From an optimization exercise on the open Yosys and OpenROAD flow, aimed at small area, a short achievable clock period and few clock cycles; shortcuts taken in it are not production practice. Where RTL was checked, it was by simulation tests only, not by an equivalence proof against the original. For runs 1 to 3, only the layout was checked, not whether the RTL still works. No activity file was given, so power comes from the tool's default toggle rates.

`flow/flow/run.sh`:
```
#!/bin/bash
# The standard layout, with the port buffers made of buf_4 cells instead of
# the cell buffer_ports picks by itself (a slow delay buffer on sky130hd).
set -euo pipefail
bash standard.sh 'BUFFER_PORTS_ARGS=-buffer_cell sky130_fd_sc_hd__buf_4' finish > standard_flow.log 2>&1
```
`flow/standard.sh`:
```
#!/bin/bash
# synth_recipe.tcl (not shown) runs the flow's synth.tcl, then flattens the netlist and writes it again
# the make line also repeats each setting of config.mk as NAME=value (left out here)
make -C /OpenROAD-flow-scripts/flow DESIGN_CONFIG=/design/flow/config.mk WORK_HOME=/design/flow/orfs CLKGATE_MAP_FILE= SYNTH_SCRIPT=/design/flow/synth_recipe.tcl "${@:-finish}"
```
`flow/config.mk`:
```
export PLATFORM = sky130hd
export DESIGN_NAME = pzip_packer
export DESIGN_NICKNAME = pzip_packer
export VERILOG_FILES = /design/flow/design.v
export SDC_FILE = /design/flow/constraint.sdc
export NUM_CORES = 4
export LEC_CHECK = 0
export CAP_MARGIN = 20
export CORE_MARGIN = 2
export CORE_UTILIZATION = 40
export SLEW_MARGIN = 20
```
`flow/constraint.sdc`:
```
create_clock -name core_clock -period 23.0 [get_ports {clk}]
set_input_delay 4.6000 -clock core_clock [delete_from_list [all_inputs] [get_ports {clk}]]
set_output_delay 4.6000 -clock core_clock [all_outputs]
set_load 0.01 [all_outputs]
```
`flow/design.v`:
```
module pzip_packer (
    input  wire       clk,
    input  wire       rst,
    input  wire       in_valid,
    output wire       in_ready,
    input  wire [7:0] in_data,
    input  wire       in_last,
    output wire       out_valid,
    input  wire       out_ready,
    output wire [7:0] out_data,
    output reg        done,
    output reg  [3:0] tlen
);
    integer i;
    function automatic gtf(input [7:0] a, input [7:0] b);
        integer k;
        reg r;
        begin
            r = 1'b0;
            for (k = 0; k < 8; k = k + 1)
                r = (a[k] & ~b[k]) | (~(a[k] ^ b[k]) & r);
            gtf = r;
        end
    endfunction
    reg        ih_v, is_v;
    reg  [8:0] ih, is;
    wire       consume;
    wire       push_in = in_valid && in_rdy;
    reg        in_rdy;        
    assign in_ready = in_rdy;
    wire       ih_ld = !ih_v || consume;
    always @(posedge clk) begin
        if (rst) begin
            ih_v   <= 1'b0;
            is_v   <= 1'b0;
            in_rdy <= 1'b1;
        end else if (ih_ld) begin
            ih_v   <= is_v || push_in;
            is_v   <= 1'b0;
            in_rdy <= 1'b1;
        end else if (push_in) begin
            is_v   <= 1'b1;
            in_rdy <= 1'b0;
        end
    end
    always @(posedge clk) begin
        if (ih_ld)
            ih <= is_v ? is : {in_last, in_data};
        if (!ih_ld && push_in)
            is <= {in_last, in_data};
    end
    wire [7:0] x  = ih[7:0];
    wire       xl = ih[8];
    reg        ov, sv;
    reg  [7:0] ob, sb;
    wire       wpush;
    wire [7:0] wbyte;
    assign out_valid = ov;
    assign out_data  = ob;
    wire       wr_ok = !sv;
    wire       ob_ld = !ov || out_ready;
    always @(posedge clk) begin
        if (rst) begin
            ov <= 1'b0;
            sv <= 1'b0;
        end else if (ob_ld) begin
            ov <= sv || wpush;
            sv <= 1'b0;
        end else if (wpush) begin
            sv <= 1'b1;
        end
    end
    always @(posedge clk) begin
        if (ob_ld)
            ob <= sv ? sb : wbyte;
        if (!ob_ld && wpush)
            sb <= wbyte;
    end
    reg  [7:0] sa [0:8];      
    reg  [3:0] rk [0:8];      
    reg  [3:0] cnt;           
    reg        pkt_last;      
    reg        run_mode;
    reg  [7:0] rn;            
    reg  [7:0] m [0:9];       
    reg  [3:0] wp, rp, mc;
    reg  [42:0] orr;          
    reg  [5:0]  on;           
    reg         orr_v;
    reg  [1:0]  ot;           
    localparam [1:0] T_RLE = 2'd0, T_RAW = 2'd1, T_PD = 2'd2, T_RAW9 = 2'd3;
    reg  [29:0] za;           
    reg  [23:0] zd;           
    reg  [1:0]  zs;           
    reg         zb;           
    reg  [1:0]  zc;           
    reg         end_p;        
    reg  [3:0]  el;           
    wire       c_rle = (sa[0] == sa[8]);
    reg        c_raw;
    reg  [3:0] lo [1:8];      
    reg  [3:0] orv;
    reg        bw;
    always @(*) begin
        c_raw = 1'b0;
        orv   = 4'd0;
        for (i = 1; i < 9; i = i + 1) begin
            bw    = gtf({4'd0, sa[i-1][3:0]}, {4'd0, sa[i][3:0]});
            c_raw = c_raw | (bw ? (sa[i][7:4] != sa[i-1][7:4] + 4'd1)
                                : (sa[i][7:4] != sa[i-1][7:4]));
            lo[i] = sa[i][3:0] - sa[i-1][3:0];
            orv   = orv | lo[i];
        end
    end
    wire [2:0] c_b = orv[3] ? 3'd4 : orv[2] ? 3'd3 : orv[1] ? 3'd2 : 3'd1;
    reg  [31:0] pdl;          
    always @(*) begin
        pdl = 32'd0;
        for (i = 1; i < 9; i = i + 1) begin
            case (c_b)
                3'd1: pdl[32-i]           = lo[i][0];
                3'd2: pdl[33-2*i -: 2]    = lo[i][1:0];
                3'd3: pdl[34-3*i -: 3]    = lo[i][2:0];
                default: pdl[35-4*i -: 4] = lo[i][3:0];
            endcase
        end
    end
    wire [9:0] zi = {rk[8], 6'd0} + {1'b0, rk[8], 5'd0} + {4'd0, rk[8], 2'd0}
                  + {3'd0, rk[7], 3'd0} + {5'd0, rk[7], 1'b0} + {6'd0, rk[6]};
    wire [6:0]  hv = {zd[23:20], 3'd0} + {2'd0, zd[23:20], 1'b0} + {3'd0, zd[19:16]};
    wire [29:0] hz = {za[23:0], 6'd0} + {1'b0, za[23:0], 5'd0} + {4'd0, za[23:0], 2'd0}
                   + {23'd0, hv};
    localparam [2:0] E_IDLE = 3'd0, E_ORR = 3'd1, E_Z = 3'd2, E_M = 3'd3,
                     E_ET = 3'd4, E_EP = 3'd5, E_EM = 3'd6;
    reg  [2:0] ep;
    reg  [3:0] ec;            
    reg  [2:0] wn;            
    reg  [7:0] wl;            
    wire [5:0] on_w = on + {3'd0, wn};
    wire o_all = (on <= 6'd8) || (on <= 6'd11 && on_w <= 6'd15);
    reg        dw;            
    wire [2:0] ep_e = (ep != E_IDLE) ? ep : orr_v ? E_ORR : (end_p && !dw) ? E_ET : E_IDLE;
    reg        ch_v;          
    reg  [10:0] ch;           
    reg  [3:0] ch_n;          
    reg        m_pop;
    always @(*) begin
        ch_v  = 1'b0;
        ch    = 11'd0;
        ch_n  = 4'd8;
        m_pop = 1'b0;
        case (ep_e)
            E_ORR: begin
                ch_v = wr_ok;
                ch   = orr[42:32];
                ch_n = o_all ? on[3:0] : 4'd8;
            end
            E_Z: begin
                ch_v = wr_ok && (zs == 2'd3);
                ch   = {((zc == 2'd0) ? {2'b00, za[29:24]} : za[29:22]), 3'd0};
            end
            E_M, E_EM: begin
                ch_v  = wr_ok;
                ch    = {m[rp], 3'd0};
                m_pop = wr_ok;
            end
            E_ET: begin
                ch_v = wr_ok;
                ch   = 11'h700;
                ch_n = (wn <= 3'd5) ? (4'd8 - {1'b0, wn}) : 4'd3;
            end
            E_EP: begin
                ch_v = wr_ok;
                ch   = 11'h000;
                ch_n = 4'd8 - {1'b0, wn};
            end
            default: ;
        endcase
    end
    wire [18:0] comb = {wl, 11'h000} | ({ch, 8'h00} >> wn);
    wire [4:0]  tot  = {2'b00, wn} + {1'b0, ch_n};
    assign wpush = ch_v && tot[3];
    assign wbyte = comb[18:11];
    wire full = (cnt == 4'd9);
    wire eq   = (x == sa[0]);
    wire early = (mc == 4'd10) && m_pop;
    wire hand = !run_mode && full && !end_p && !orr_v && !zb && ((mc == 4'd9) || early);
    wire disc = hand && !c_raw;                  
    wire h_raw = hand && c_raw && !early;        
    wire rle_go = hand && c_rle && !pkt_last;    
    wire rm = run_mode || rle_go;
    wire [7:0] rn_e = run_mode ? rn : 8'd9;
    wire r_more = (rn_e != 8'd255);
    wire r_ext  = rm && ih_v && eq && r_more;
    wire r_free = !orr_v && !end_p;
    wire r_end  = r_free && ((r_ext && xl) || (ih_v && !(eq && r_more)) ||
                             (!ih_v && !r_more));
    wire m_space = m_pop || (mc != 4'd10);
    assign consume = ih_v && (
        run_mode ? ((r_ext && !xl) || r_end) :
        full     ? (hand && !pkt_last) :
                   (m_space && !(xl && end_p)));
    wire ins = consume && !r_ext;
    wire [3:0] cnt_e = (run_mode || full) ? 4'd0 : cnt;
    reg  [8:0] gt;
    always @(*) begin
        for (i = 0; i < 9; i = i + 1)
            gt[i] = (i >= cnt_e) || gtf(sa[i], x);
    end
    wire [3:0] q = {!gt[7],
                    !gt[3] & gt[7],
                    (!gt[1] & gt[3]) | (!gt[5] & gt[7]),
                    (!gt[0] & gt[1]) | (!gt[2] & gt[3]) | (!gt[4] & gt[5]) | (!gt[6] & gt[7]) | !gt[8]};
    reg  [3:0] rk_n [1:8];
    always @(*) begin
        for (i = 1; i < 9; i = i + 1)
            rk_n[i] = rk[i] + {3'd0, (rk[i] > q)};
    end
    always @(posedge clk) begin
        if (ins) begin
            for (i = 0; i < 9; i = i + 1)
                if (gt[i])
                    sa[i] <= (i == 0) ? x : (gt[i-1] ? sa[i-1] : x);
            for (i = 0; i < 8; i = i + 1)
                rk[i] <= rk_n[i+1];
            rk[8] <= q + 4'd1;
            m[wp] <= x;
        end
    end
    wire [3:0] mc_inc = mc + 4'd1;
    wire [3:0] mc_dec = mc - 4'd1;
    wire fire = dw && !sv && (!ov || out_ready);
    always @(posedge clk) begin
        if (rst) begin
            cnt      <= 4'd0;
            pkt_last <= 1'b0;
            run_mode <= 1'b0;
            wp       <= 4'd0;
            rp       <= 4'd0;
            mc       <= 4'd0;
            orr_v    <= 1'b0;
            zb       <= 1'b0;
            end_p    <= 1'b0;
            ep       <= E_IDLE;
            wn       <= 3'd0;
            wl       <= 8'd0;
            done     <= 1'b0;
            dw       <= 1'b0;
        end else begin
            if (ins)
                wp <= (wp == 4'd9) ? 4'd0 : wp + 4'd1;
            if (disc)
                rp <= wp;
            else if (m_pop || h_raw)
                rp <= (rp == 4'd9) ? 4'd0 : rp + 4'd1;
            if (disc)
                mc <= {3'd0, ins};
            else if (ins && !(m_pop || h_raw))
                mc <= mc_inc;
            else if (!ins && (m_pop || h_raw))
                mc <= mc_dec;
            if (ins)
                cnt <= (xl && cnt_e != 4'd8) ? 4'd0 : cnt_e + 4'd1;
            else if (hand)
                cnt <= 4'd0;
            if (ins && xl && cnt_e == 4'd8)
                pkt_last <= 1'b1;
            else if (hand)
                pkt_last <= 1'b0;
            if (rm)
                run_mode <= !r_end;
            if ((hand && !(c_rle && !pkt_last)) || (rm && r_end))
                orr_v <= 1'b1;
            else if (ep_e == E_ORR && ch_v && o_all)
                orr_v <= 1'b0;
            if (hand && !c_rle && !c_raw)
                zb <= 1'b1;
            else if (ep_e == E_Z && ch_v && zc == 2'd3)
                zb <= 1'b0;
            if ((ins && xl && cnt_e != 4'd8) || (hand && pkt_last) || (rm && r_end && r_ext))
                end_p <= 1'b1;
            else if (fire)
                end_p <= 1'b0;
            done <= fire;
            if (fire)
                dw <= 1'b0;
            else if (ch_v && ((ep_e == E_ET && wn <= 3'd5 && el == 4'd0) ||
                              (ep_e == E_EP && el == 4'd0) ||
                              (ep_e == E_EM && ec == 4'd1)))
                dw <= 1'b1;
            if (ch_v) begin
                wn <= tot[2:0];
                wl <= tot[3] ? comb[10:3] : comb[18:11];
            end
            case (ep_e)
                E_ORR: if (ch_v) begin
                    if (o_all)
                        ep <= (ot == T_PD) ? E_Z : (ot[0]) ? E_M : E_IDLE;
                    else
                        ep <= E_ORR;
                end
                E_Z: if (ch_v && zc == 2'd3)
                    ep <= E_IDLE;
                E_M: if (ch_v && ec == 4'd1)
                    ep <= E_IDLE;
                E_ET: if (ch_v)
                    ep <= (wn > 3'd5) ? E_EP : (el == 4'd0) ? E_IDLE : E_EM;
                E_EP: if (ch_v)
                    ep <= (el == 4'd0) ? E_IDLE : E_EM;
                E_EM: if (ch_v && ec == 4'd1)
                    ep <= E_IDLE;
                default: ;
            endcase
        end
    end
    always @(posedge clk) begin
        if (ins && xl && cnt_e != 4'd8)
            el <= cnt_e + 4'd1;
        else if ((hand && pkt_last) || (rm && r_end && r_ext))
            el <= 4'd0;
        if (dw)
            tlen <= el;
        if (rm)
            rn <= (r_ext && !xl) ? rn_e + 8'd1 : rn_e;
        if (rm && r_end) begin
            orr <= {3'b000, (r_ext ? rn_e + 8'd1 : rn_e), sa[0], 24'd0};
            on  <= 6'd19;
            ot  <= T_RLE;
        end else if (hand && c_rle) begin
            orr <= {3'b000, 8'd9, sa[0], 24'd0};
            on  <= 6'd19;
            ot  <= T_RLE;
        end else if (hand && c_raw) begin
            if (early) begin
                orr <= {3'b001, 40'd0};
                on  <= 6'd3;
                ot  <= T_RAW9;
            end else begin
                orr <= {3'b001, m[rp], 32'd0};  
                on  <= 6'd11;
                ot  <= T_RAW;
            end
        end else if (hand) begin
            orr <= {c_b + 3'd2, sa[0], pdl};
            on  <= 6'd11 + {c_b, 3'd0};
            ot  <= T_PD;
        end else if (ep_e == E_ORR && ch_v) begin
            orr <= {orr[34:0], 8'd0};
            on  <= on - 6'd8;
        end
        if (hand) begin
            za <= {20'd0, zi};
            zd <= {rk[5], rk[4], rk[3], rk[2], rk[1], rk[0]};
            zs <= 2'd0;
            zc <= 2'd0;
        end else if (zs != 2'd3) begin
            za <= hz;
            zd <= {zd[15:0], 8'd0};
            zs <= zs + 2'd1;
        end else if (ep_e == E_Z && ch_v) begin
            za <= (zc == 2'd0) ? {za[23:0], 6'd0} : {za[21:0], 8'd0};
            zc <= zc + 2'd1;
        end
        if (ep_e == E_ORR && ch_v && o_all)
            ec <= (ot == T_RAW9) ? 4'd9 : 4'd8;
        else if (ep_e == E_ET || ep_e == E_EP)
            ec <= el;
        else if ((ep_e == E_M || ep_e == E_EM) && ch_v)
            ec <= ec - 4'd1;
    end
endmodule
```
==> flow_metrics.tcl, run 1 <==
set metrics [dict create \
    status "timing/DRC/antenna clean" \
    fin_nets 2964 \
    fin_util 0.446 \
    wire_per_inst_um 21.2 \
    max_freq_ghz 0.174 \
    drt_wl_total_mm 75.0 \
    antenna_cells 0 \
    synth_top_cell_by_area "edfxtp_1" \
    regToRegSetupSlack_ns 17.41 \
    skew_ns 0.0212 \
    worst_hold_startpoint "orr[3]$_SDFFE_PP0P_" \
    synth_edf_count 292 \
    r2r_end "mc[3]$_SDFFE_PP0P_" \
    portBuffers 27 \
    drive_gt1_frac 0.0892 \
    min_to "orr[3]$_SDFFE_PP0P_" \
    yosysWarnings 5 \
    relSlewSlack 0.312 \
    cp-startpoint "tlen[0]$_DFFE_PP_" \
    grt_pass1_wl_mm 118 \
    seq_area_frac_synth 0.405 \
    worst_pin_slew_ns 1.03 \
    yosysUniqueCellTypes 87 \
    ctsResizeCount 0 \
    holdBufCountCts 0 \
    rsz0062_at_grt "false" \
    num_rows 94 \
    drc 0 \
    die_area_mm2 0.0689 \
    core_mm2 0.0660 \
    r2r-start "sa[0][1]$_DFFE_PP_" \
    synth_cells 2640 \
    synth_top_area_share 0.328 \
    fin_setup_tns_ns 0 \
    max_cap_violations 0 \
    grt_pass1_vias 20500 \
    crit_chain "buf_4" \
    avgSynthCellArea_um2 10.1 \
    worst_setup_path_end_kind "output pin" \
    cp_max_fo 1 \
    drv_slew 0 \
    power_density_mw_per_mm2 128 \
    first_pass_iters 5 \
    crit_arrival_ns 1.13 \
    die_y_um 263 \
    io_pins 28 \
    yosys-top-cells-area "edfxtp_1 33%, ha_1 13%, dfxtp_1 7.7%" \
    startpoint_type "flip-flop" \
    clk-insertion-delay-late_ns 0.60 \
    worst_path_max_delay_cell "edfxtp_1" \
    cts_buffers 45 \
    die_w_um 263 \
    ys.flop_type "edfxtp_1" \
    cts_setup_buffers 0 \
    vias 20800 \
    hold_path_depth 2 \
    yosysMostFrequentCell "edfxtp_1" \
    grt.total_usage 0.214 \
    setup_viol 0 \
    power.total_w 0.00377 \
    syn_nets 2972 \
    floorplan.initialDensity 0.405 \
    grt_max_degree 77 \
    fin_crit_sh 0.249 \
    htreeDepth 2 \
    cts.sinks 395 \
    cp_top_family "flip-flops" \
    min_path_type "reg2reg" \
    period_needed_ns 5.73 \
    peakVddDrop_mv 0.0972 \
    cts.reportedPaths.clkPinSlew_ns 0.06 \
    first_iter_violations 1909 \
    ys_ff_latch 395 \
    leakagePower_nw 11.6 \
    root_buffer "clkbuf_16" \
    path_class "reg2out" \
    postSynth.asyncResetShare 0 \
    slowest_delay_ns 0.38 \
    cts.path.max_buffers 3 \
    syn2layout_area_growth_pct 9.95 \
    cts_tree "built" \
    final_antenna_net_count 0 \
    gp_congestion 0.897 \
    via_per_inst 5.88 \
    synth_common_cells "292 x edfxtp_1, 280 x nand2_1, 276 x ha_1" \
    antenna_found_initial 0 \
    cp_num_buf_inv 1 \
    required_ns 18.40 \
    grt_overflow_total 0 \
    synth_area_mm2 0.0267 \
    r2r_cells 20 \
    hold_viol_final 0 \
    hpwlAfterDp_mm 54.3 \
]
[how the worst max path moves through the flow]
stage	endpoint	slack [ns]	cells after the start
5_1_grt	mc[3]$_SDFFE_PP0P_	17.20	20
3_5_place_dp	sb[0]$_DFFE_PP_	16.96	3
4_1_cts	tlen[0]	17.22	1
2_1_floorplan	sb[0]$_DFFE_PP_	17.30	2
3_3_place_gp	sb[1]$_DFFE_PP_	17.04	3
6_report	tlen[0]	17.27	1
[per-layer routing]
layer | track usage | up-vias | wire (um)
met4 | 0.0725 | 0 | 2280
met5 | 0 | - | 0
li1 | - | 9787 | -
met1 | 0.310 | 10200 | 34900
met2 | 0.330 | 666 | 33100
met3 | 0.0281 | 119 | 4710
[final cells by class]
cell class	instances	area (um^2)
multi-input combinational	1994	15000
clock buffer	57	1200
fill	6146	36600
inverter	129	484
clock inverter	27	293
tap	864	1080
timing repair buffer	67	514
sequential	395	10800
[per-stage QoR]
stage / cell area (um^2) / hold slack [ns] / instances / worst slack [ns]
2_1_floorplan: 26700 / 0.432 / 2640 / 17.30
3_3_place_gp: 27800 / 0.448 / 3446 / 17.04
3_5_place_dp: 27900 / 0.460 / 3446 / 16.96
4_1_cts: 29400 / 0.467 / 3530 / 17.22
5_1_grt: 29400 / 0.490 / 3533 / 17.20
6_report: 29400 / 0.462 / 3533 / 17.27
[flip-flops by register name, summed over array words and instances, names as in the netlist, 8 cells and up, named ones only]
name  count
za       30
rk       36
m        80
sa       72
sb        8
wl        8
rn        8
orr      43
is        9
zd       24
ih        9
ob        8
[logic make-up (layout without fill, tap and decap cells)]
| group | count (synthesis) | after routing | synth area share |
|---|---|---|---|
| flops | 395 | 395 | 0.405 |
| compound gates | 656 | 656 | 0.162 |
| buf+inv | 251 | 280 | 0.0365 |
| xor+xnor | 118 | 118 | 0.0392 |
| fa+ha+maj | 319 | 319 | 0.161 |
| mux | 119 | 119 | 0.0550 |
| simple gates | 782 | 782 | 0.141 |
[cell usage in the layout, fill, tap and decap left out, types with 35 or more instances in the layout]
| cell type | n |
|---|---|
| ha_1 | 275 |
| edfxtp_1 | 292 |
| mux2_2 | 43 |
| nand3_1 | 71 |
| nor2_1 | 154 |
| a31oi_1 | 38 |
| xor2_1 | 55 |
| o21ai_0 | 168 |
| clkbuf_16 | 45 |
| nor3_1 | 49 |
| xnor2_1 | 62 |
| fa_1 | 43 |
| inv_1 | 124 |
| a21oi_1 | 143 |
| dfxtp_1 | 103 |
| nand2b_1 | 35 |
| mux2i_1 | 58 |
| a21o_1 | 44 |
| buf_4 | 65 |
| nand2_1 | 280 |
[power by group]
| part | internal (W) | switching, W | total, W |
|---|---|---|---|
| Sequential | 0.000930 | 0.000132 | 0.00106 |
| Clock | 0.000420 | 0.000313 | 0.000733 |
| Combinational | 0.000857 | 0.00112 | 0.00198 |
==> run 2: changes to the inputs <==
==> flow/flow/run.sh (replaced) <==
#!/bin/bash
set -euo pipefail
bash standard.sh 'BUFFER_PORTS_ARGS=-buffer_cell sky130_fd_sc_hd__buf_4' SETUP_SLACK_MARGIN=17.2 finish > standard_flow.log 2>&1
==> run 2 against run 1 <==
  * Setup slack is the same
  * Combinational power is essentially flat
  * Via count unchanged
  * Routed wire length did not move
  * Total power is the same
  * Register-to-register slack about the same
  * Non-clock buffer count unchanged
  * Sequential cell count did not move
  * Clock-buffer cell count is the same
  * Critical path type unchanged
  * Global-route usage unchanged
  * Synthesized cell count is the same
==> flow_metrics.tcl, run 2 <==
set metrics [dict create \
    worst_path_max_delay_cell "edfxtp_1" \
    gp_congestion 0.897 \
    cts.reportedPaths.clkPinSlew_ns 0.06 \
    clk-insertion-delay-late_ns 0.60 \
    r2r_cells 20 \
    required_ns 18.40 \
    hold_path_depth 2 \
    yosysUniqueCellTypes 87 \
    final_cell_mix "292 x edfxtp_1, 280 x nand2_1, 275 x ha_1" \
    fin_nets 2964 \
    grt_pass1_vias 20500 \
    ys.flop_type "edfxtp_1" \
    cp-startpoint "tlen[0]$_DFFE_PP_" \
    max_cap_violations 0 \
    syn2layout_area_growth_pct 9.95 \
    grt_pass1_wl_mm 118 \
    final_antenna_net_count 0 \
    switching_share 0.415 \
    internal-power_w 0.00221 \
    min_path_type "reg2reg" \
    yosysWarnings 5 \
    die_area_mm2 0.0689 \
    r2r-start "sa[0][1]$_DFFE_PP_" \
    yosys-top-cells-area "edfxtp_1 33%, ha_1 13%, dfxtp_1 7.7%" \
    path_class "reg2out" \
    cts_tree "built" \
    holdBufCountCts 0 \
    startpoint_type "flip-flop" \
    worst_setup_path_end_kind "output pin" \
    seq_area_mm2 0.0108 \
    share_seq_of_total_power 0.282 \
    synth_area_mm2 0.0267 \
    num_rows 94 \
    grt_overflow_total 0 \
    synth_edf_count 292 \
    antenna_found_initial 0 \
    dp_slack_ns 16.96 \
    cp_max_fo 1 \
    fill_cells 6146 \
    synth_cells 2640 \
    cp_num_buf_inv 1 \
    syn_nets 2972 \
    setup_viol 0 \
    avgSynthCellArea_um2 10.1 \
    worst_pin_slew_ns 1.03 \
    slowest_delay_ns 0.38 \
    hpwlAfterDp_mm 54.3 \
    synth_top_cell_by_area "edfxtp_1" \
    max_freq_ghz 0.174 \
    largest_register_ffs 80 \
    regToRegSetupSlack_ns 17.41 \
    io_pins 28 \
    worst_slack_ns 17.27 \
    via_per_inst 5.88 \
    cts_buffers 45 \
    ys_ff_latch 395 \
    design_area_mm2 0.0294 \
    p_comb_frac 0.524 \
    peakVddDrop_mv 0.0972 \
    floorplan.initialDensity 0.405 \
    cts.path.max_buffers 3 \
    leakagePower_nw 11.6 \
    dpl_cell_area_mm2 0.0279 \
    top_regs "m x80, sa x72, orr x43" \
    r2r_end "mc[3]$_SDFFE_PP0P_" \
    drv_slew 0 \
    fin_crit_sh 0.249 \
    vias 20800 \
    ctsResizeCount 0 \
    crit_arrival_ns 1.13 \
    synth_top_area_share 0.328 \
    cts.sinks 395 \
    htreeDepth 2 \
    root_buffer "clkbuf_16" \
    core_mm2 0.0660 \
    portBuffers 27 \
    postSynth.asyncResetShare 0 \
    hold_viol_final 0 \
    status "timing/DRC/antenna clean" \
    fin_setup_tns_ns 0 \
    seq_area_frac_synth 0.405 \
    regMostFlops "m" \
    wire_per_inst_um 21.2 \
    crit_chain "buf_4" \
    rsz0062_at_grt "false" \
    grt.total_usage 0.214 \
    drive_gt1_frac 0.0892 \
    grt_max_degree 77 \
    cp_top_family "flip-flops" \
    switchingPower_w 0.00156 \
    first_pass_iters 5 \
    min_to "orr[3]$_SDFFE_PP0P_" \
    antenna_cells 0 \
    power_density_mw_per_mm2 128 \
    relSlewSlack 0.312 \
    clkPwrFrac 0.194 \
    cts_setup_buffers 0 \
    skew_ns 0.0212 \
    worst_hold_startpoint "orr[3]$_SDFFE_PP0P_" \
    final_common_cell "edfxtp_1" \
    synth_common_cells "292 x edfxtp_1, 280 x nand2_1, 276 x ha_1" \
    die_y_um 263 \
    first_iter_violations 1909 \
    multiInputGateArea_mm2 0.0150 \
    drt_wl_total_mm 75.0 \
    yosysMostFrequentCell "edfxtp_1" \
    die_w_um 263 \
    fin_util 0.446 \
    drc 0 \
    period_needed_ns 5.73 \
]
## run 2: cell counts after synthesis
Identical to the previous run, type by type.
## run 2: layout make-up
class / instances / share of cell area
multi-input combinational: 1994 / 0.510
inverter: 129 / 0.0165
tap: 864 / 0.0368
clock buffer: 57 / 0.0409
clock inverter: 27 / 0.00996
timing repair buffer: 67 / 0.0175
sequential: 395 / 0.368
## run 2: metrics by stage
step	hold slack (ns)	instances	power (W)
3_5_place_dp	0.460	3446	0.00302
4_1_cts	0.467	3530	0.00377
5_1_grt	0.490	3533	0.00410
2_1_floorplan	0.432	2640	0.00254
6_report	0.462	3533	0.00377
3_3_place_gp	0.448	3446	0.00297
## run 2: logic make-up (layout without fill, tap and decap cells)
logic type / Yosys count / in the layout / share of synthesized area
simple gates: 782 / 782 / 0.141
compound gates: 656 / 656 / 0.162
flops: 395 / 395 / 0.405
fa+ha+maj: 319 / 319 / 0.161
buf+inv: 251 / 280 / 0.0365
mux: 119 / 119 / 0.0550
xor+xnor: 118 / 118 / 0.0392
## run 2: how the worst max path moves through the flow
stage | to | slack, ns | cells after the start
global placement | sb[1]$_DFFE_PP_ | 17.04 | 3
CTS | tlen[0] | 17.22 | 1
floorplan | sb[0]$_DFFE_PP_ | 17.30 | 2
detailed placement | sb[0]$_DFFE_PP_ | 16.96 | 3
finish | tlen[0] | 17.27 | 1
global route | mc[3]$_SDFFE_PP0P_ | 17.20 | 20
## run 2: power groups by stage
stage | Clock (W) | Combinational, W | Sequential (W)
2_1_floorplan | 0 | 0.00152 | 0.00102
3_3_place_gp | 0 | 0.00190 | 0.00107
3_5_place_dp | 0 | 0.00194 | 0.00108
4_1_cts | 0.000750 | 0.00196 | 0.00106
5_1_grt | 0.000776 | 0.00224 | 0.00108
6_report | 0.000733 | 0.00198 | 0.00106
## run 2: per-layer routing
metal / track usage / up-vias / part of all wire
met2: 0.330 / 666 / 0.44
met4: 0.0725 / 0 / 0.030
met1: 0.310 / 10200 / 0.47
met3: 0.0281 / 119 / 0.063
li1: - / 9787 / -
met5: 0 / - / 0
## run 2: worst register-to-register path, cell delays in order, from the launching register on
cell	delay, ns
edfxtp_1	0.63
inv_1	0.17
ha_1	0.35
a211o_1	0.30
a21oi_1	0.29
mux2i_1	0.24
nor4_1	0.51
and4_1	0.49
and2_1	0.18
buf_4	0.33
nand2_1	0.35
a21oi_1	0.25
ha_1	0.23
inv_1	0.11
ha_1	0.27
a21o_1	0.17
a21oi_1	0.17
xnor2_1	0.14
nor2_1	0.07
xnor2_1	0.13
nor3_1	0.06
==> run 3: changes to the inputs <==
--- a/flow/design.v
+++ b/flow/design.v
@@ -91,5 +91,5 @@
     localparam [1:0] T_RLE = 2'd0, T_RAW = 2'd1, T_PD = 2'd2, T_RAW9 = 2'd3;
     reg  [29:0] za;           
-    reg  [23:0] zd;           
+    reg  [20:0] zd;           
     reg  [1:0]  zs;           
     reg         zb;           
@@ -128,7 +128,9 @@
     wire [9:0] zi = {rk[8], 6'd0} + {1'b0, rk[8], 5'd0} + {4'd0, rk[8], 2'd0}
                   + {3'd0, rk[7], 3'd0} + {5'd0, rk[7], 1'b0} + {6'd0, rk[6]};
-    wire [6:0]  hv = {zd[23:20], 3'd0} + {2'd0, zd[23:20], 1'b0} + {3'd0, zd[19:16]};
+    function automatic [6:0] pair(input [3:0] h, input [3:0] l);
+        pair = {h, 3'd0} + {2'd0, h, 1'b0} + {3'd0, l};
+    endfunction
     wire [29:0] hz = {za[23:0], 6'd0} + {1'b0, za[23:0], 5'd0} + {4'd0, za[23:0], 2'd0}
-                   + {23'd0, hv};
+                   + {23'd0, zd[20:14]};
     localparam [2:0] E_IDLE = 3'd0, E_ORR = 3'd1, E_Z = 3'd2, E_M = 3'd3,
                      E_ET = 3'd4, E_EP = 3'd5, E_EM = 3'd6;
@@ -196,5 +198,6 @@
     wire r_end  = r_free && ((r_ext && xl) || (ih_v && !(eq && r_more)) ||
                              (!ih_v && !r_more));
-    wire m_space = m_pop || (mc != 4'd10);
+    reg  dd, dr;
+    wire m_space = m_pop || dd || dr || (mc != 4'd10);
     assign consume = ih_v && (
         run_mode ? ((r_ext && !xl) || r_end) :
@@ -228,6 +231,6 @@
         end
     end
-    wire [3:0] mc_inc = mc + 4'd1;
-    wire [3:0] mc_dec = mc - 4'd1;
+    wire [3:0] mc_b  = mc - (dd ? 4'd9 : {3'd0, m_pop || dr});
+    wire [3:0] mc_b1 = mc_b + 4'd1;
     wire fire = dw && !sv && (!ov || out_ready);
     always @(posedge clk) begin
@@ -246,18 +249,17 @@
             wl       <= 8'd0;
             done     <= 1'b0;
+            dd       <= 1'b0;
+            dr       <= 1'b0;
             dw       <= 1'b0;
         end else begin
             if (ins)
                 wp <= (wp == 4'd9) ? 4'd0 : wp + 4'd1;
-            if (disc)
-                rp <= wp;
-            else if (m_pop || h_raw)
+            dd <= disc;
+            dr <= h_raw;
+            if (dd)
+                rp <= (rp == 4'd0) ? 4'd9 : rp - 4'd1;
+            else if (m_pop || dr)
                 rp <= (rp == 4'd9) ? 4'd0 : rp + 4'd1;
-            if (disc)
-                mc <= {3'd0, ins};
-            else if (ins && !(m_pop || h_raw))
-                mc <= mc_inc;
-            else if (!ins && (m_pop || h_raw))
-                mc <= mc_dec;
+            mc <= ins ? mc_b1 : mc_b;
             if (ins)
                 cnt <= (xl && cnt_e != 4'd8) ? 4'd0 : cnt_e + 4'd1;
@@ -351,10 +353,10 @@
         if (hand) begin
             za <= {20'd0, zi};
-            zd <= {rk[5], rk[4], rk[3], rk[2], rk[1], rk[0]};
+            zd <= {pair(rk[5], rk[4]), pair(rk[3], rk[2]), pair(rk[1], rk[0])};
             zs <= 2'd0;
             zc <= 2'd0;
         end else if (zs != 2'd3) begin
             za <= hz;
-            zd <= {zd[15:0], 8'd0};
+            zd <= {zd[13:0], 7'd0};
             zs <= zs + 2'd1;
         end else if (ep_e == E_Z && ch_v) begin
==> flow/flow/run.sh (replaced) <==
#!/bin/bash
# The standard layout, with the port buffers made of buf_4 cells instead of
# the cell buffer_ports picks by itself (a slow delay buffer on sky130hd).
set -euo pipefail
bash standard.sh 'BUFFER_PORTS_ARGS=-buffer_cell sky130_fd_sc_hd__buf_4' finish > standard_flow.log 2>&1
==> run 3 against run 2 <==
  * Still clean on timing, DRC and antenna
  * Critical path depth unchanged
  * Combinational power down about 10%
  * Via count down 3.2%
  * Global-route usage fell by 1.1 points
  * Non-clock buffer count fell by 9
  * Final area is 0.29% lower
  * Largest power group unchanged
==> flow_metrics.tcl, run 3 <==
set metrics [dict create \
    largest_register_ffs 80 \
    ys.flop_type "edfxtp_1" \
    first_iter_violations 1723 \
    crit_chain "buf_4" \
    crit_arrival_ns 1.14 \
    gp_congestion 0.875 \
    synth_top_cell_by_area "edfxtp_1" \
    ys_ff_latch 394 \
    portBuffers 27 \
    drv_slew 0 \
    holdBufCountCts 0 \
    rsz0062_at_grt "false" \
    required_ns 18.40 \
    vias 20100 \
    synth_cells 2592 \
    endpoint "out_data[5]" \
    wire_per_inst_um 20.1 \
    seq_area_frac_synth 0.404 \
    clk-insertion-delay-late_ns 0.61 \
    grt_max_degree 81 \
    drc 0 \
    ctsResizeCount 0 \
    cts.reportedPaths.clkPinSlew_ns 0.06 \
    drive_gt1_frac 0.0877 \
    yosys-top-cells-area "edfxtp_1 33%, ha_1 14%, dfxtp_1 7.9%" \
    drt_wl_total_mm 70.1 \
    syn_nets 2941 \
    avgSynthCellArea_um2 10.3 \
    skew_ns 0.0293 \
    fill_cells 6145 \
    cts_tree "built" \
    yosysWarnings 5 \
    path_depth 1 \
    max_cap_violations 0 \
    cts_setup_buffers 0 \
    worst_setup_path_end_kind "output pin" \
    power_density_mw_per_mm2 122 \
    max_freq_ghz 0.174 \
    die_y_um 262 \
    num_rows 94 \
    grt_overflow_total 0 \
    core_mm2 0.0659 \
    die_area_mm2 0.0687 \
    cts.path.max_buffers 3 \
    io_pins 28 \
    regToRegSetupSlack_ns 17.48 \
    cp_max_fo 1 \
    cts_buffers 46 \
    finalNonFillerCells 3488 \
    root_buffer "clkbuf_16" \
    die_w_um 262 \
    yosysMostFrequentCell "ha_1" \
    final_antenna_net_count 0 \
    path_class "reg2out" \
    fin_setup_tns_ns 0 \
    slowest_delay_ns 0.37 \
    final_common_cell "ha_1" \
    fin_nets 2936 \
    place_inst 3403 \
    postSynth.asyncResetShare 0 \
    final_cell_mix "290 x ha_1, 289 x edfxtp_1, 246 x nand2_1" \
    r2r_cells 19 \
    grt_pass1_wl_mm 110 \
    synth_area_mm2 0.0267 \
    hold_viol_final 0 \
    regMostFlops "m" \
    first_pass_iters 5 \
    cp-startpoint "ob[5]$_DFFE_PN_" \
    cp_top_family "flip-flops" \
    relSlewSlack 0.292 \
    antenna_found_initial 0 \
    r2r_end "rk[7][2]$_DFFE_PP_" \
    syn2layout_area_growth_pct 9.95 \
    cts.sinks 394 \
    setup_viol 0 \
    cp_num_buf_inv 1 \
    grt.total_usage 0.203 \
    period_needed_ns 5.74 \
    synth_top_area_share 0.325 \
    startpoint_type "flip-flop" \
    min_path_type "reg2reg" \
    synth_common_cells "290 x ha_1, 289 x edfxtp_1, 246 x nand2_1" \
    r2r-start "ih[1]$_DFFE_PP_" \
    worst_pin_slew_ns 1.06 \
    yosysUniqueCellTypes 91 \
    antenna_cells 0 \
    via_per_inst 5.77 \
    floorplan.initialDensity 0.405 \
    fin_crit_sh 0.250 \
    synth_edf_count 289 \
    top_regs "m x80, sa x72, orr x43" \
    worst_path_max_delay_cell "edfxtp_1" \
    peakVddDrop_mv 0.0932 \
    htreeDepth 2 \
    hpwlAfterDp_mm 51.1 \
    grt_pass1_vias 20000 \
    leakagePower_nw 11.7 \
    status "timing/DRC/antenna clean" \
]
==> run 3: cell types whose count changed in the layout (fill, tap and decap cells not counted), sizes merged, moves of 15 or more <==
| cell | previous run | this run |
|---|---|---|
| nand3b | 1 | 16 |
| nor3 | 57 | 39 |
| o22ai | 10 | 27 |
| mux2i | 58 | 75 |
| a21oi | 143 | 167 |
| nand2 | 280 | 246 |
| xnor2 | 62 | 80 |
| a31oi | 38 | 18 |
==> run 3: layout make-up <==
| class | count | area [um^2] | share of cell area |
|---|---|---|---|
| clock buffer | 65 | 1370 | 0.0469 |
| inverter | 127 | 478 | 0.0163 |
| sequential | 394 | 10800 | 0.368 |
| multi-input combinational | 1960 | 15000 | 0.511 |
| timing repair buffer | 58 | 435 | 0.0149 |
| tap | 864 | 1080 | 0.0369 |
| clock inverter | 20 | 191 | 0.00653 |
==> run 3: cell families (layout without fill, tap and decap cells) <==
group	after synthesis	in the layout	synth area share
buffers and inverters	238	270	0.0350
adders and majority gates	336	336	0.171
muxes	125	125	0.0539
AOI/OAI and AO/OA	661	661	0.163
xor gates and xnor gates	130	130	0.0430
and+or+nand+nor	708	708	0.131
DFF	394	394	0.404
==> run 3: worst min-delay path by stage <==
stage | startpoint | endpoint | slack [ns] | depth (start not counted)
5_1_grt | orr[5]$_SDFFE_PP0P_ | orr[5]$_SDFFE_PP0P_ | 0.49 | 1
3_5_place_dp | orr[7]$_SDFFE_PP0P_ | orr[7]$_SDFFE_PP0P_ | 0.46 | 1
3_3_place_gp | orr[7]$_SDFFE_PP0P_ | orr[7]$_SDFFE_PP0P_ | 0.46 | 1
6_report | orr[7]$_SDFFE_PP0P_ | orr[7]$_SDFFE_PP0P_ | 0.47 | 1
2_1_floorplan | zb$_SDFFE_PP0P_ | zb$_SDFFE_PP0P_ | 0.44 | 2
4_1_cts | orr[7]$_SDFFE_PP0P_ | orr[7]$_SDFFE_PP0P_ | 0.47 | 1
==> run 3: per-stage QoR <==
| step | total power [W] | cell area, um^2 | util | setup WS (ns) | hold slack (ns) |
|---|---|---|---|---|---|
| floorplan | 0.00235 | 26700 | - | 17.29 | 0.436 |
| global placement | 0.00275 | 27700 | 0.421 | 16.99 | 0.458 |
| detailed placement | 0.00279 | 27700 | 0.421 | 16.91 | 0.457 |
| CTS | 0.00357 | 29300 | 0.445 | 17.22 | 0.469 |
| global route | 0.00384 | 29300 | 0.445 | 17.14 | 0.494 |
| finish | 0.00357 | 29300 | 0.445 | 17.26 | 0.474 |
==> run 3: per-layer routing <==
metal,wire [um],global-route usage,part of all wire,up-vias
li1,-,-,-,9610
met1,32900,0.285,0.47,9881
met2,31600,0.321,0.45,538
met3,4270,0.0376,0.061,98
met4,1360,0.0543,0.019,0
met5,0,0,0,-
==> run 3: power breakdown <==
part | internal [W] | total, W | switching (W) | leakage [nW]
sequential | 0.000916 | 0.00104 | 0.000122 | 3.60
combinational | 0.000754 | 0.00178 | 0.00103 | 7.33
clock | 0.000441 | 0.000749 | 0.000308 | 0.769
total | 0.00211 | 0.00357 | 0.00146 | 11.7
==> run 4: changes to the inputs <==
--- a/flow/design.v
+++ b/flow/design.v
@@ -74,5 +74,5 @@
         if (ob_ld)
             ob <= sv ? sb : wbyte;
-        if (!ob_ld && wpush)
+        if (!sv)                  
             sb <= wbyte;
     end
@@ -216,7 +216,12 @@
                     (!gt[0] & gt[1]) | (!gt[2] & gt[3]) | (!gt[4] & gt[5]) | (!gt[6] & gt[7]) | !gt[8]};
     reg  [3:0] rk_n [1:8];
+    reg  [3:0] rk_p [1:8];
     always @(*) begin
         for (i = 1; i < 9; i = i + 1)
-            rk_n[i] = rk[i] + {3'd0, (rk[i] > q)};
+            rk_p[i] = rk[i] + 4'd1;
+    end
+    always @(*) begin
+        for (i = 1; i < 9; i = i + 1)
+            rk_n[i] = (rk[i] > q) ? rk_p[i] : rk[i];
     end
     always @(posedge clk) begin
==> run 4 against run 3 <==
  * Clock power hardly changed
  * Die area is 1.1% lower
  * Largest power group unchanged
  * Highest routed layer unchanged
  * Setup slack improved by 0.012 ns
  * Routed wire length fell by 3.5%
  * Synthesized cell count down 0.66%
  * Sequential share of layout area barely moved
  * Sequential power about the same
  * Still clean on timing, DRC and antenna
  * Register-to-register slack gained 0.46 ns
  * Combinational power is 3% higher
==> flow_metrics.tcl, run 4 <==
set metrics [dict create \
    postSynth.asyncResetShare 0 \
    seq_area_frac_synth 0.406 \
    max_cap_violations 0 \
    status "timing/DRC/antenna clean" \
    fin_crit_sh 0.249 \
    antenna_found_initial 0 \
    ys.flop_type "edfxtp_1" \
    synth_common_cells "283 x ha_1, 281 x edfxtp_1, 226 x nand2_1" \
    ys_ff_latch 394 \
    floorplan.initialDensity 0.403 \
    via_per_inst 5.67 \
    drive_gt1_frac 0.0919 \
    syn_nets 2917 \
    yosysMostFrequentCell "ha_1" \
    period_needed_ns 5.73 \
    grt_max_degree 91 \
    grt_pass1_vias 19500 \
    crit_chain "buf_4" \
    drv_slew 0 \
    die_y_um 261 \
    startpoint_type "flip-flop" \
    relSlewSlack 0.308 \
    yosys-top-cells-area "edfxtp_1 32%, ha_1 13%, dfxtp_1 8.6%" \
    cp_num_buf_inv 1 \
    internal-power_w 0.00214 \
    root_buffer "clkbuf_16" \
    core_mm2 0.0655 \
    r2r_end "rk[7][1]$_DFFE_PP_" \
    io_pins 28 \
    max_freq_ghz 0.175 \
    regMostFlops "m" \
    largest_register_ffs 80 \
    cp_max_fo 1 \
    synth_edf_count 281 \
    design_area_mm2 0.0291 \
    r2r_cells 14 \
    peakVddDrop_mv 0.106 \
    skew_ns 0.0429 \
    setup_viol 0 \
    endpoint "tlen[2]" \
    worst_path_max_delay_cell "edfxtp_1" \
    cts.path.max_buffers 3 \
    dp_slack_ns 17.25 \
    final_antenna_net_count 0 \
    crit_arrival_ns 1.13 \
    cts_buffers 45 \
    power.total_w 0.00362 \
    yosysUniqueCellTypes 88 \
    cts.sinks 394 \
    clkPwrFrac 0.207 \
    drt_wl_total_mm 67.7 \
    synth_top_cell_by_area "edfxtp_1" \
    share_seq_of_total_power 0.286 \
    htreeDepth 2 \
    leakagePower_nw 11.4 \
    drc 0 \
    vias 19700 \
    avgSynthCellArea_um2 10.2 \
    switching_share 0.407 \
    p_comb_frac 0.507 \
    min_path_type "reg2reg" \
    r2r-start "ih[1]$_DFFE_PP_" \
    cp-startpoint "tlen[2]$_DFFE_PP_" \
    ctsResizeCount 0 \
    switchingPower_w 0.00147 \
    first_iter_violations 1384 \
    final_common_cell "ha_1" \
    num_rows 94 \
    path_depth 1 \
    required_ns 18.40 \
    die_area_mm2 0.0680 \
    synth_top_area_share 0.320 \
    first_pass_iters 6 \
    path_class "reg2out" \
    grt_pass1_wl_mm 108 \
    worst_pin_slew_ns 1.04 \
    portBuffers 27 \
    fill_cells 6101 \
    timing.hold.ws_ns 0.465 \
    fin_setup_tns_ns 0 \
    worst_setup_path_end_kind "output pin" \
    wire_per_inst_um 19.5 \
    hold_viol_final 0 \
    holdBufCountCts 0 \
    synth_area_mm2 0.0264 \
    final_cell_mix "283 x ha_1, 281 x edfxtp_1, 225 x nand2_1" \
    power_density_mw_per_mm2 124 \
    clk-insertion-delay-late_ns 0.61 \
    cts_setup_buffers 0 \
    grt_overflow_total 0 \
    syn2layout_area_growth_pct 10.3 \
    gp_congestion 0.861 \
    top_regs "m x80, sa x72, orr x43" \
    grt.total_usage 0.199 \
    hpwlAfterDp_mm 48.6 \
    die_w_um 261 \
    worst_slack_ns 17.27 \
    yosysWarnings 6 \
    cts.reportedPaths.clkPinSlew_ns 0.06 \
    cts_tree "built" \
    cp_top_family "flip-flops" \
    slowest_delay_ns 0.37 \
    rsz0062_at_grt "false" \
    dpl_cell_area_mm2 0.0275 \
    synth_cells 2575 \
    regToRegSetupSlack_ns 17.94 \
    fin_nets 2917 \
]
==> run 4: worst min-delay path, cell delays in order, from the launching register on <==
cell	delay, ns
dfxtp_1	0.30
inv_1	0.04
a21oi_1	0.07
==> run 4: final cells by class <==
type,instances,area (um^2),share of cell area
inverter,123,462,0.0159
clock inverter,29,374,0.0129
antenna,1,2.50,0.0000860
clock buffer,55,1170,0.0404
timing repair buffer,58,455,0.0157
multi-input combinational,1953,14800,0.510
tap,864,1080,0.0372
sequential,394,10700,0.368
==> run 4: power by group through the flow <==
stage	Clock, W	Sequential (W)	Combinational, W
2_1_floorplan	0	0.00101	0.00140
3_3_place_gp	0	0.00105	0.00177
3_5_place_dp	0	0.00105	0.00180
4_1_cts	0.000761	0.00104	0.00182
5_1_grt	0.000792	0.00105	0.00208
6_report	0.000748	0.00103	0.00183
==> run 4: how the worst min path moves through the flow <==
stage                        start             endpoint  slack, ns  cells after the start
2_1_floorplan        sb[2]$_DFF_P_        sb[2]$_DFF_P_       0.43                      2
3_3_place_gp   orr[1]$_SDFFE_PP0P_  orr[1]$_SDFFE_PP0P_       0.44                      2
3_5_place_dp    wl[3]$_SDFFE_PP0P_   wl[3]$_SDFFE_PP0P_       0.46                      2
4_1_cts        orr[1]$_SDFFE_PP0P_  orr[1]$_SDFFE_PP0P_       0.47                      2
5_1_grt              sb[3]$_DFF_P_        sb[3]$_DFF_P_       0.49                      1
6_report             sb[4]$_DFF_P_        sb[4]$_DFF_P_       0.47                      2
==> run 4: cells by family (layout without fill, tap and decap cells) <==
family / Yosys count / after routing / synth area share
and+or+nand+nor: 709 / 709 / 0.127
xor gates and xnor gates: 151 / 151 / 0.0501
buffers and inverters: 228 / 265 / 0.0331
other: 0 / 1 / 0
adders and majority gates: 329 / 329 / 0.169
muxes: 157 / 157 / 0.0702
DFF: 394 / 394 / 0.406
AOI/OAI and AO/OA: 607 / 607 / 0.145
==> run 4: metrics by stage <==
step                cells  utilization
CTS                  3475        0.443
finish               3477        0.444
global route         3476        0.444
detailed placement   3391        0.420
global placement     3391        0.420
floorplan            2575            -
==> run 4: layer usage <==
layer / up-vias / global-route usage / share of wire
met4: 0 / 0.0516 / 0.022
met2: 510 / 0.328 / 0.47
met5: - / 0 / 0
li1: 9484 / - / -
met1: 9626 / 0.276 / 0.46
met3: 91 / 0.0246 / 0.049
Testbench counts of run 4, summed over its fixed seeds: cycles 39,991.
==> run 5: changes to the inputs <==
--- a/flow/config.mk
+++ b/flow/config.mk
@@ -9,3 +9,6 @@
 export CORE_MARGIN = 2
 export CORE_UTILIZATION = 40
+export CTS_BUF_LIST = sky130_fd_sc_hd__clkbuf_16
+export CTS_CLUSTER_DIAMETER = 80
+export CTS_CLUSTER_SIZE = 24
 export SLEW_MARGIN = 20
==> run 5 against run 4 <==
  * Synthesized area unchanged
  * Non-clock buffer count decreased by 1
  * Setup slack got worse by 0.0070 ns
  * Sequential cell count unchanged
  * Combinational power about the same
  * Critical path type unchanged
  * Critical endpoint is now tlen[3]
  * Largest cell class unchanged
  * Largest power group unchanged
  * Highest routed layer unchanged
==> flow_metrics.tcl, run 5 <==
set metrics [dict create \
    status "timing/DRC/antenna clean" \
    worst_hold_startpoint "sb[4]$_DFF_P_" \
    largest_register_ffs 80 \
    grt.total_usage 0.196 \
    drt_wl_total_mm 67.2 \
    relSlewSlack 0.277 \
    skew_ns 0.0478 \
    internal-power_w 0.00196 \
    yosysUniqueCellTypes 88 \
    htreeDepth 1 \
    dpl_cell_area_mm2 0.0275 \
    antenna_found_initial 0 \
    worst_pin_slew_ns 1.08 \
    grt_overflow_total 0 \
    r2r_end "rk[7][1]$_DFFE_PP_" \
    synth_cells 2575 \
    share_seq_of_total_power 0.303 \
    finalNonFillerCells 3440 \
    synth_area_mm2 0.0264 \
    final_common_cell "ha_1" \
    startpoint_type "flip-flop" \
    drive_gt1_frac 0.0819 \
    top_regs "m x80, sa x72, orr x43" \
    grt_max_degree 91 \
    slowest_delay_ns 0.37 \
    postSynth.asyncResetShare 0 \
    grt_pass1_vias 19400 \
    yosysMostFrequentCell "ha_1" \
    fin_nets 2898 \
    fill_cells 6140 \
    r2r_cells 15 \
    p_comb_frac 0.536 \
    fin_crit_sh 0.249 \
    cts_setup_buffers 0 \
    path_class "reg2out" \
    synth_edf_count 281 \
    fin_util 0.435 \
    drc 0 \
    ctsResizeCount 0 \
    die_w_um 261 \
    cts.reportedPaths.clkPinSlew_ns 0.08 \
    cts.path.max_buffers 3 \
    period_needed_ns 5.73 \
    max_cap_violations 0 \
    syn2layout_area_growth_pct 8.04 \
    wire_per_inst_um 19.5 \
    cp_num_buf_inv 1 \
    core_mm2 0.0655 \
    synth_top_area_share 0.320 \
    seq_area_frac_synth 0.406 \
    floorplan.initialDensity 0.403 \
    cts_buffers 27 \
    die_area_mm2 0.0680 \
    required_ns 18.40 \
    yosys-top-cells-area "edfxtp_1 32%, ha_1 13%, dfxtp_1 8.6%" \
    syn_nets 2917 \
    crit_chain "buf_4" \
    hpwlAfterDp_mm 48.6 \
    fin_setup_tns_ns 0 \
    power_density_mw_per_mm2 120 \
    place_inst 3391 \
    max_freq_ghz 0.174 \
    cp_top_family "flip-flops" \
    num_rows 94 \
    hold_path_depth 2 \
    leakagePower_nw 11.2 \
    portBuffers 27 \
    vias 19500 \
    worst_setup_path_end_kind "output pin" \
    via_per_inst 5.67 \
    design_area_mm2 0.0285 \
    synth_common_cells "283 x ha_1, 281 x edfxtp_1, 226 x nand2_1" \
    clk-insertion-delay-late_ns 0.62 \
    rsz0062_at_grt "false" \
    root_buffer "clkbuf_16" \
    first_iter_violations 1481 \
    switchingPower_w 0.00145 \
    yosysWarnings 6 \
    regMostFlops "m" \
    final_antenna_net_count 0 \
    drv_slew 0 \
    peakVddDrop_mv 0.105 \
    clkPwrFrac 0.161 \
    hold_viol_final 0 \
    cts.sinks 394 \
    gp_congestion 0.861 \
    cp_max_fo 1 \
    die_y_um 261 \
    crit_arrival_ns 1.13 \
    setup_viol 0 \
    synth_top_cell_by_area "edfxtp_1" \
    io_pins 28 \
    min_path_type "reg2reg" \
    first_pass_iters 8 \
    avgSynthCellArea_um2 10.2 \
    ys.flop_type "edfxtp_1" \
    regToRegSetupSlack_ns 17.81 \
    final_cell_mix "283 x ha_1, 281 x edfxtp_1, 225 x nand2_1" \
    min_to "sb[4]$_DFF_P_" \
    r2r-start "ih[2]$_DFFE_PP_" \
    switching_share 0.425 \
    ys_ff_latch 394 \
    power.total_w 0.00341 \
    holdBufCountCts 0 \
    worst_path_max_delay_cell "edfxtp_1" \
    cts_tree "built" \
    grt_pass1_wl_mm 107 \
]
-- run 5: metrics by stage --
step / setup WS [ns] / hold slack, ns
finish: 17.27 / 0.469
floorplan: 17.57 / 0.430
global placement: 17.28 / 0.439
CTS: 17.22 / 0.469
detailed placement: 17.25 / 0.458
global route: 17.22 / 0.501
-- run 5: cells by family (layout without fill, tap and decap cells) --
| group | after synthesis | in the layout | share of synthesized area |
|---|---|---|---|
| fa+ha+maj | 329 | 329 | 0.169 |
| mux | 157 | 157 | 0.0702 |
| simple gates | 709 | 709 | 0.127 |
| other cells | 0 | 1 | 0 |
| flops | 394 | 394 | 0.406 |
| compound gates | 607 | 607 | 0.145 |
| buf+inv | 228 | 228 | 0.0331 |
| xor+xnor | 151 | 151 | 0.0501 |
-- run 5: how the worst max path moves through the flow --
stage	slack [ns]	from	end	cells after the start
2_1_floorplan	17.57	in_valid	is[0]$_DFFE_PP_	2
3_5_place_dp	17.25	in_valid	is[2]$_DFFE_PP_	3
4_1_cts	17.22	ob[0]$_DFFE_PN_	out_data[0]	1
5_1_grt	17.22	ob[5]$_DFFE_PN_	out_data[5]	1
3_3_place_gp	17.28	out_ready	end_p$_SDFFE_PP0P_	5
6_report	17.27	tlen[3]$_DFFE_PP_	tlen[3]	1
-- run 5: cell type report --
type	instances	area (um^2)	area share
Clock buffer	27	676	0.0237
Timing Repair Buffer	57	428	0.0150
Sequential cell	394	10700	0.376
Tap cell	864	1080	0.0379
Inverter	123	462	0.0162
Clock inverter	21	310	0.0109
Multi-Input combinational cell	1953	14800	0.521
Antenna cell	1	2.50	0.0000878
-- run 5: worst reg2reg max path: stages, from the launching register on --
cell and delay [ns]:
edfxtp_1 0.71, inv_1 0.45, ha_1 0.40, nor2b_1 0.13, o21ai_0 0.16, a21oi_1 0.09
o21ai_1 0.84, nand2b_1 0.27, o21a_1 0.35, ha_1 0.39, nor2b_1 0.14, o21ai_0 0.09
nand2b_1 0.08, a21oi_1 0.06, a41oi_1 0.37, mux2_2 0.38
-- run 5: per-layer routing --
metal	GRT usage	vias up	part of all wire
li1	-	9426	-
met1	0.273	9560	0.46
met2	0.326	453	0.47
met3	0.0195	82	0.046
met4	0.0494	0	0.021
met5	0	-	0
-- run 5: power groups by stage --
stage / registers [W] / clock network, W / logic, W
after floorplan: 0.00101 / 0 / 0.00140
after global placement: 0.00105 / 0 / 0.00177
after detailed placement: 0.00105 / 0 / 0.00180
after CTS: 0.00103 / 0.000565 / 0.00182
after global routing: 0.00105 / 0.000586 / 0.00208
final: 0.00103 / 0.000551 / 0.00183
==> run 6: changes to the inputs <==
--- a/flow/config.mk
+++ b/flow/config.mk
@@ -10,5 +10,5 @@
 export CORE_UTILIZATION = 40
 export CTS_BUF_LIST = sky130_fd_sc_hd__clkbuf_16
-export CTS_CLUSTER_DIAMETER = 80
-export CTS_CLUSTER_SIZE = 24
+export CTS_CLUSTER_DIAMETER = 100
+export CTS_CLUSTER_SIZE = 30
 export SLEW_MARGIN = 20
==> run 6 against run 5 <==
  * Synthesized area is the same
  * Final area shrank 0.77%
  * Clock power shrank 14%
  * Total power shrank 2.2%
  * Sequential cell count is the same
  * Core utilization shrank 0.34 points
  * Register-to-register slack is essentially flat
  * Synthesized cell count is the same
  * Clock skew shrank 0.0022 ns
  * Critical path type unchanged
  * Critical endpoint unchanged
==> flow_metrics.tcl, run 6 <==
set metrics [dict create \
    htreeDepth 1 \
    cp_top_family "flip-flops" \
    synth_top_area_share 0.320 \
    syn_nets 2917 \
    min_path_type "reg2reg" \
    die_area_mm2 0.0680 \
    vias 19500 \
    final_common_cell "ha_1" \
    avgSynthCellArea_um2 10.2 \
    yosys-top-cells-area "edfxtp_1 32%, ha_1 13%, dfxtp_1 8.6%" \
    crit_arrival_ns 1.13 \
    dpl_cell_area_mm2 0.0275 \
    required_ns 18.40 \
    via_per_inst 5.69 \
    path_class "reg2out" \
    io_pins 28 \
    cts.path.max_buffers 3 \
    final_antenna_net_count 0 \
    portBuffers 27 \
    postSynth.asyncResetShare 0 \
    drive_gt1_frac 0.0791 \
    peakVddDrop_mv 0.106 \
    die_w_um 261 \
    first_iter_violations 1431 \
    leakagePower_nw 11.1 \
    design_area_mm2 0.0283 \
    grt_pass1_vias 19300 \
    hpwlAfterDp_mm 48.6 \
    drt_wl_total_mm 67.2 \
    cp_num_buf_inv 1 \
    grt_max_degree 91 \
    synth_common_cells "283 x ha_1, 281 x edfxtp_1, 226 x nand2_1" \
    syn2layout_area_growth_pct 7.21 \
    final_cell_mix "283 x ha_1, 281 x edfxtp_1, 225 x nand2_1" \
    synth_area_mm2 0.0264 \
    relSlewSlack 0.289 \
    worst_path_max_delay_cell "edfxtp_1" \
    grt_overflow_total 0 \
    period_needed_ns 5.73 \
    ctsResizeCount 0 \
    power_density_mw_per_mm2 118 \
    core_mm2 0.0655 \
    largest_register_ffs 80 \
    cts_buffers 22 \
    yosysUniqueCellTypes 88 \
    first_pass_iters 5 \
    fill_cells 6162 \
    synth_top_cell_by_area "edfxtp_1" \
    die_y_um 261 \
    max_freq_ghz 0.174 \
    cp_max_fo 1 \
    antenna_found_initial 0 \
    multiInputGateArea_mm2 0.0148 \
    seq_area_frac_synth 0.406 \
    cts_setup_buffers 0 \
    max_cap_violations 0 \
    num_rows 94 \
    cts_tree "built" \
    grt_pass1_wl_mm 107 \
    skew_ns 0.0456 \
    drv_slew 0 \
    grt.total_usage 0.196 \
    yosysMostFrequentCell "ha_1" \
    fin_nets 2893 \
    ys.flop_type "edfxtp_1" \
    fin_crit_sh 0.249 \
    holdBufCountCts 0 \
    root_buffer "clkbuf_16" \
    synth_cells 2575 \
    worst_pin_slew_ns 1.06 \
    seq_area_mm2 0.0107 \
    startpoint_type "flip-flop" \
    setup_viol 0 \
    clk-insertion-delay-late_ns 0.59 \
    ys_ff_latch 394 \
    wire_per_inst_um 19.6 \
    worst_setup_path_end_kind "output pin" \
    rsz0062_at_grt "false" \
    floorplan.initialDensity 0.403 \
    slowest_delay_ns 0.39 \
    fin_setup_tns_ns 0 \
    yosysWarnings 6 \
    cts.sinks 394 \
    top_regs "m x80, sa x72, orr x43" \
    gp_congestion 0.861 \
    crit_chain "buf_4" \
    regMostFlops "m" \
    cts.reportedPaths.clkPinSlew_ns 0.11 \
    hold_viol_final 0 \
    synth_edf_count 281 \
    timing.hold.ws_ns 0.469 \
    drc 0 \
    status "timing/DRC/antenna clean" \
]
run 6: cells by family after synthesis:
kind of cell / count (synthesis) / share of synthesized area
xor+xnor: 151 / 0.0501
fa+ha+maj: 329 / 0.169
compound gates: 607 / 0.145
simple gates: 709 / 0.127
flops: 394 / 0.406
buf+inv: 228 / 0.0331
mux: 157 / 0.0702
run 6: path summary, 6_finish.rpt:
check | start | endpoint | slack [ns] | cells past startpoint
max | tlen[3]$_DFFE_PP_ | tlen[3] | 17.27 | 1
min | orr[1]$_SDFFE_PP0P_ | orr[1]$_SDFFE_PP0P_ | 0.47 | 2
max reg2reg | ih[2]$_DFFE_PP_ | rk[7][1]$_DFFE_PP_ | 17.80 | 15
min reg2reg | orr[1]$_SDFFE_PP0P_ | orr[1]$_SDFFE_PP0P_ | 0.47 | 2
run 6: power by group:
group          switching [W]  total [W]  internal (W)
logic                0.00104    0.00183      0.000789
clock network       0.000267   0.000474      0.000208
registers           0.000122    0.00103      0.000912
total                0.00143    0.00333       0.00191
run 6: metal layers:
| metal | global-route usage | wire (um) | up-vias |
|---|---|---|---|
| met4 | 0.0510 | 1540 | 0 |
| met2 | 0.325 | 31400 | 533 |
| met3 | 0.0186 | 3230 | 92 |
| met1 | 0.273 | 31000 | 9513 |
| met5 | 0 | 0 | - |
| li1 | - | - | 9404 |
run 6: area by class of cell:
cell class                 count  share of cell area
timing repair buffer          57              0.0151
clock inverter                17             0.00673
antenna                        1           0.0000885
tap                          864              0.0382
inverter                     123              0.0163
multi-input combinational   1953               0.525
clock buffer                  23              0.0204
sequential                   394               0.378
run 6: worst reg2reg max path: stages (launching register included):
cell,delay (ns)
edfxtp_1,0.72
inv_1,0.46
ha_1,0.40
nor2b_1,0.13
o21ai_0,0.16
a21oi_1,0.09
o21ai_1,0.83
nand2b_1,0.28
o21a_1,0.35
ha_1,0.39
nor2b_1,0.14
o21ai_0,0.09
nand2b_1,0.08
a21oi_1,0.06
a41oi_1,0.37
mux2_2,0.38
run 6: stage by stage:
step	std cells	util	total power (W)	setup WS (ns)
finish	3432	0.432	0.00333	17.27
global route	3431	0.432	0.00363	17.23
CTS	3431	0.432	0.00334	17.24
detailed placement	3391	0.420	0.00285	17.25
global placement	3391	0.420	0.00281	17.28
floorplan	2575	-	0.00241	17.57

what the ideal ports hide:
The results above use ideal ports. As a check the final layouts listed here were re-extracted and re-timed, cells and wires unchanged. Step 1, drivers: a clkbuf_16 drives clk and a buf_2 each remaining input, both assumed. Step 2 adds t to the input delays and takes it off the output delays; t is the mean of the earliest and latest rising clock arrival at the registers after step 1. Input paths then give back, and output paths get back, about the clock's delay inside the block. Three values: no drivers, after step 1, after step 2; two values: the first two.
run	t (ns)	setup slack, ns	worst setup path at the end	cell pins on the clock port's net
run 1	0.647	17.269 / 17.210 / 16.949	input to register	1
run 2	0.647	17.269 / 17.210 / 16.949	input to register	1
run 3	0.664	17.261 / 17.196 / 16.922	input to register	1
run 4	0.651	17.272 / 17.209 / 17.260	input to register	1
run 5	0.659	17.265 / 17.202 / 17.265	input to register	1
run 6	0.631	17.268 / 17.205 / 17.274	input to register	1
After both steps setup and hold are still met in every run listed. The setup slack of run 3, which loses most, moves by -0.065 ns with the drivers and by -0.339 ns with both steps.
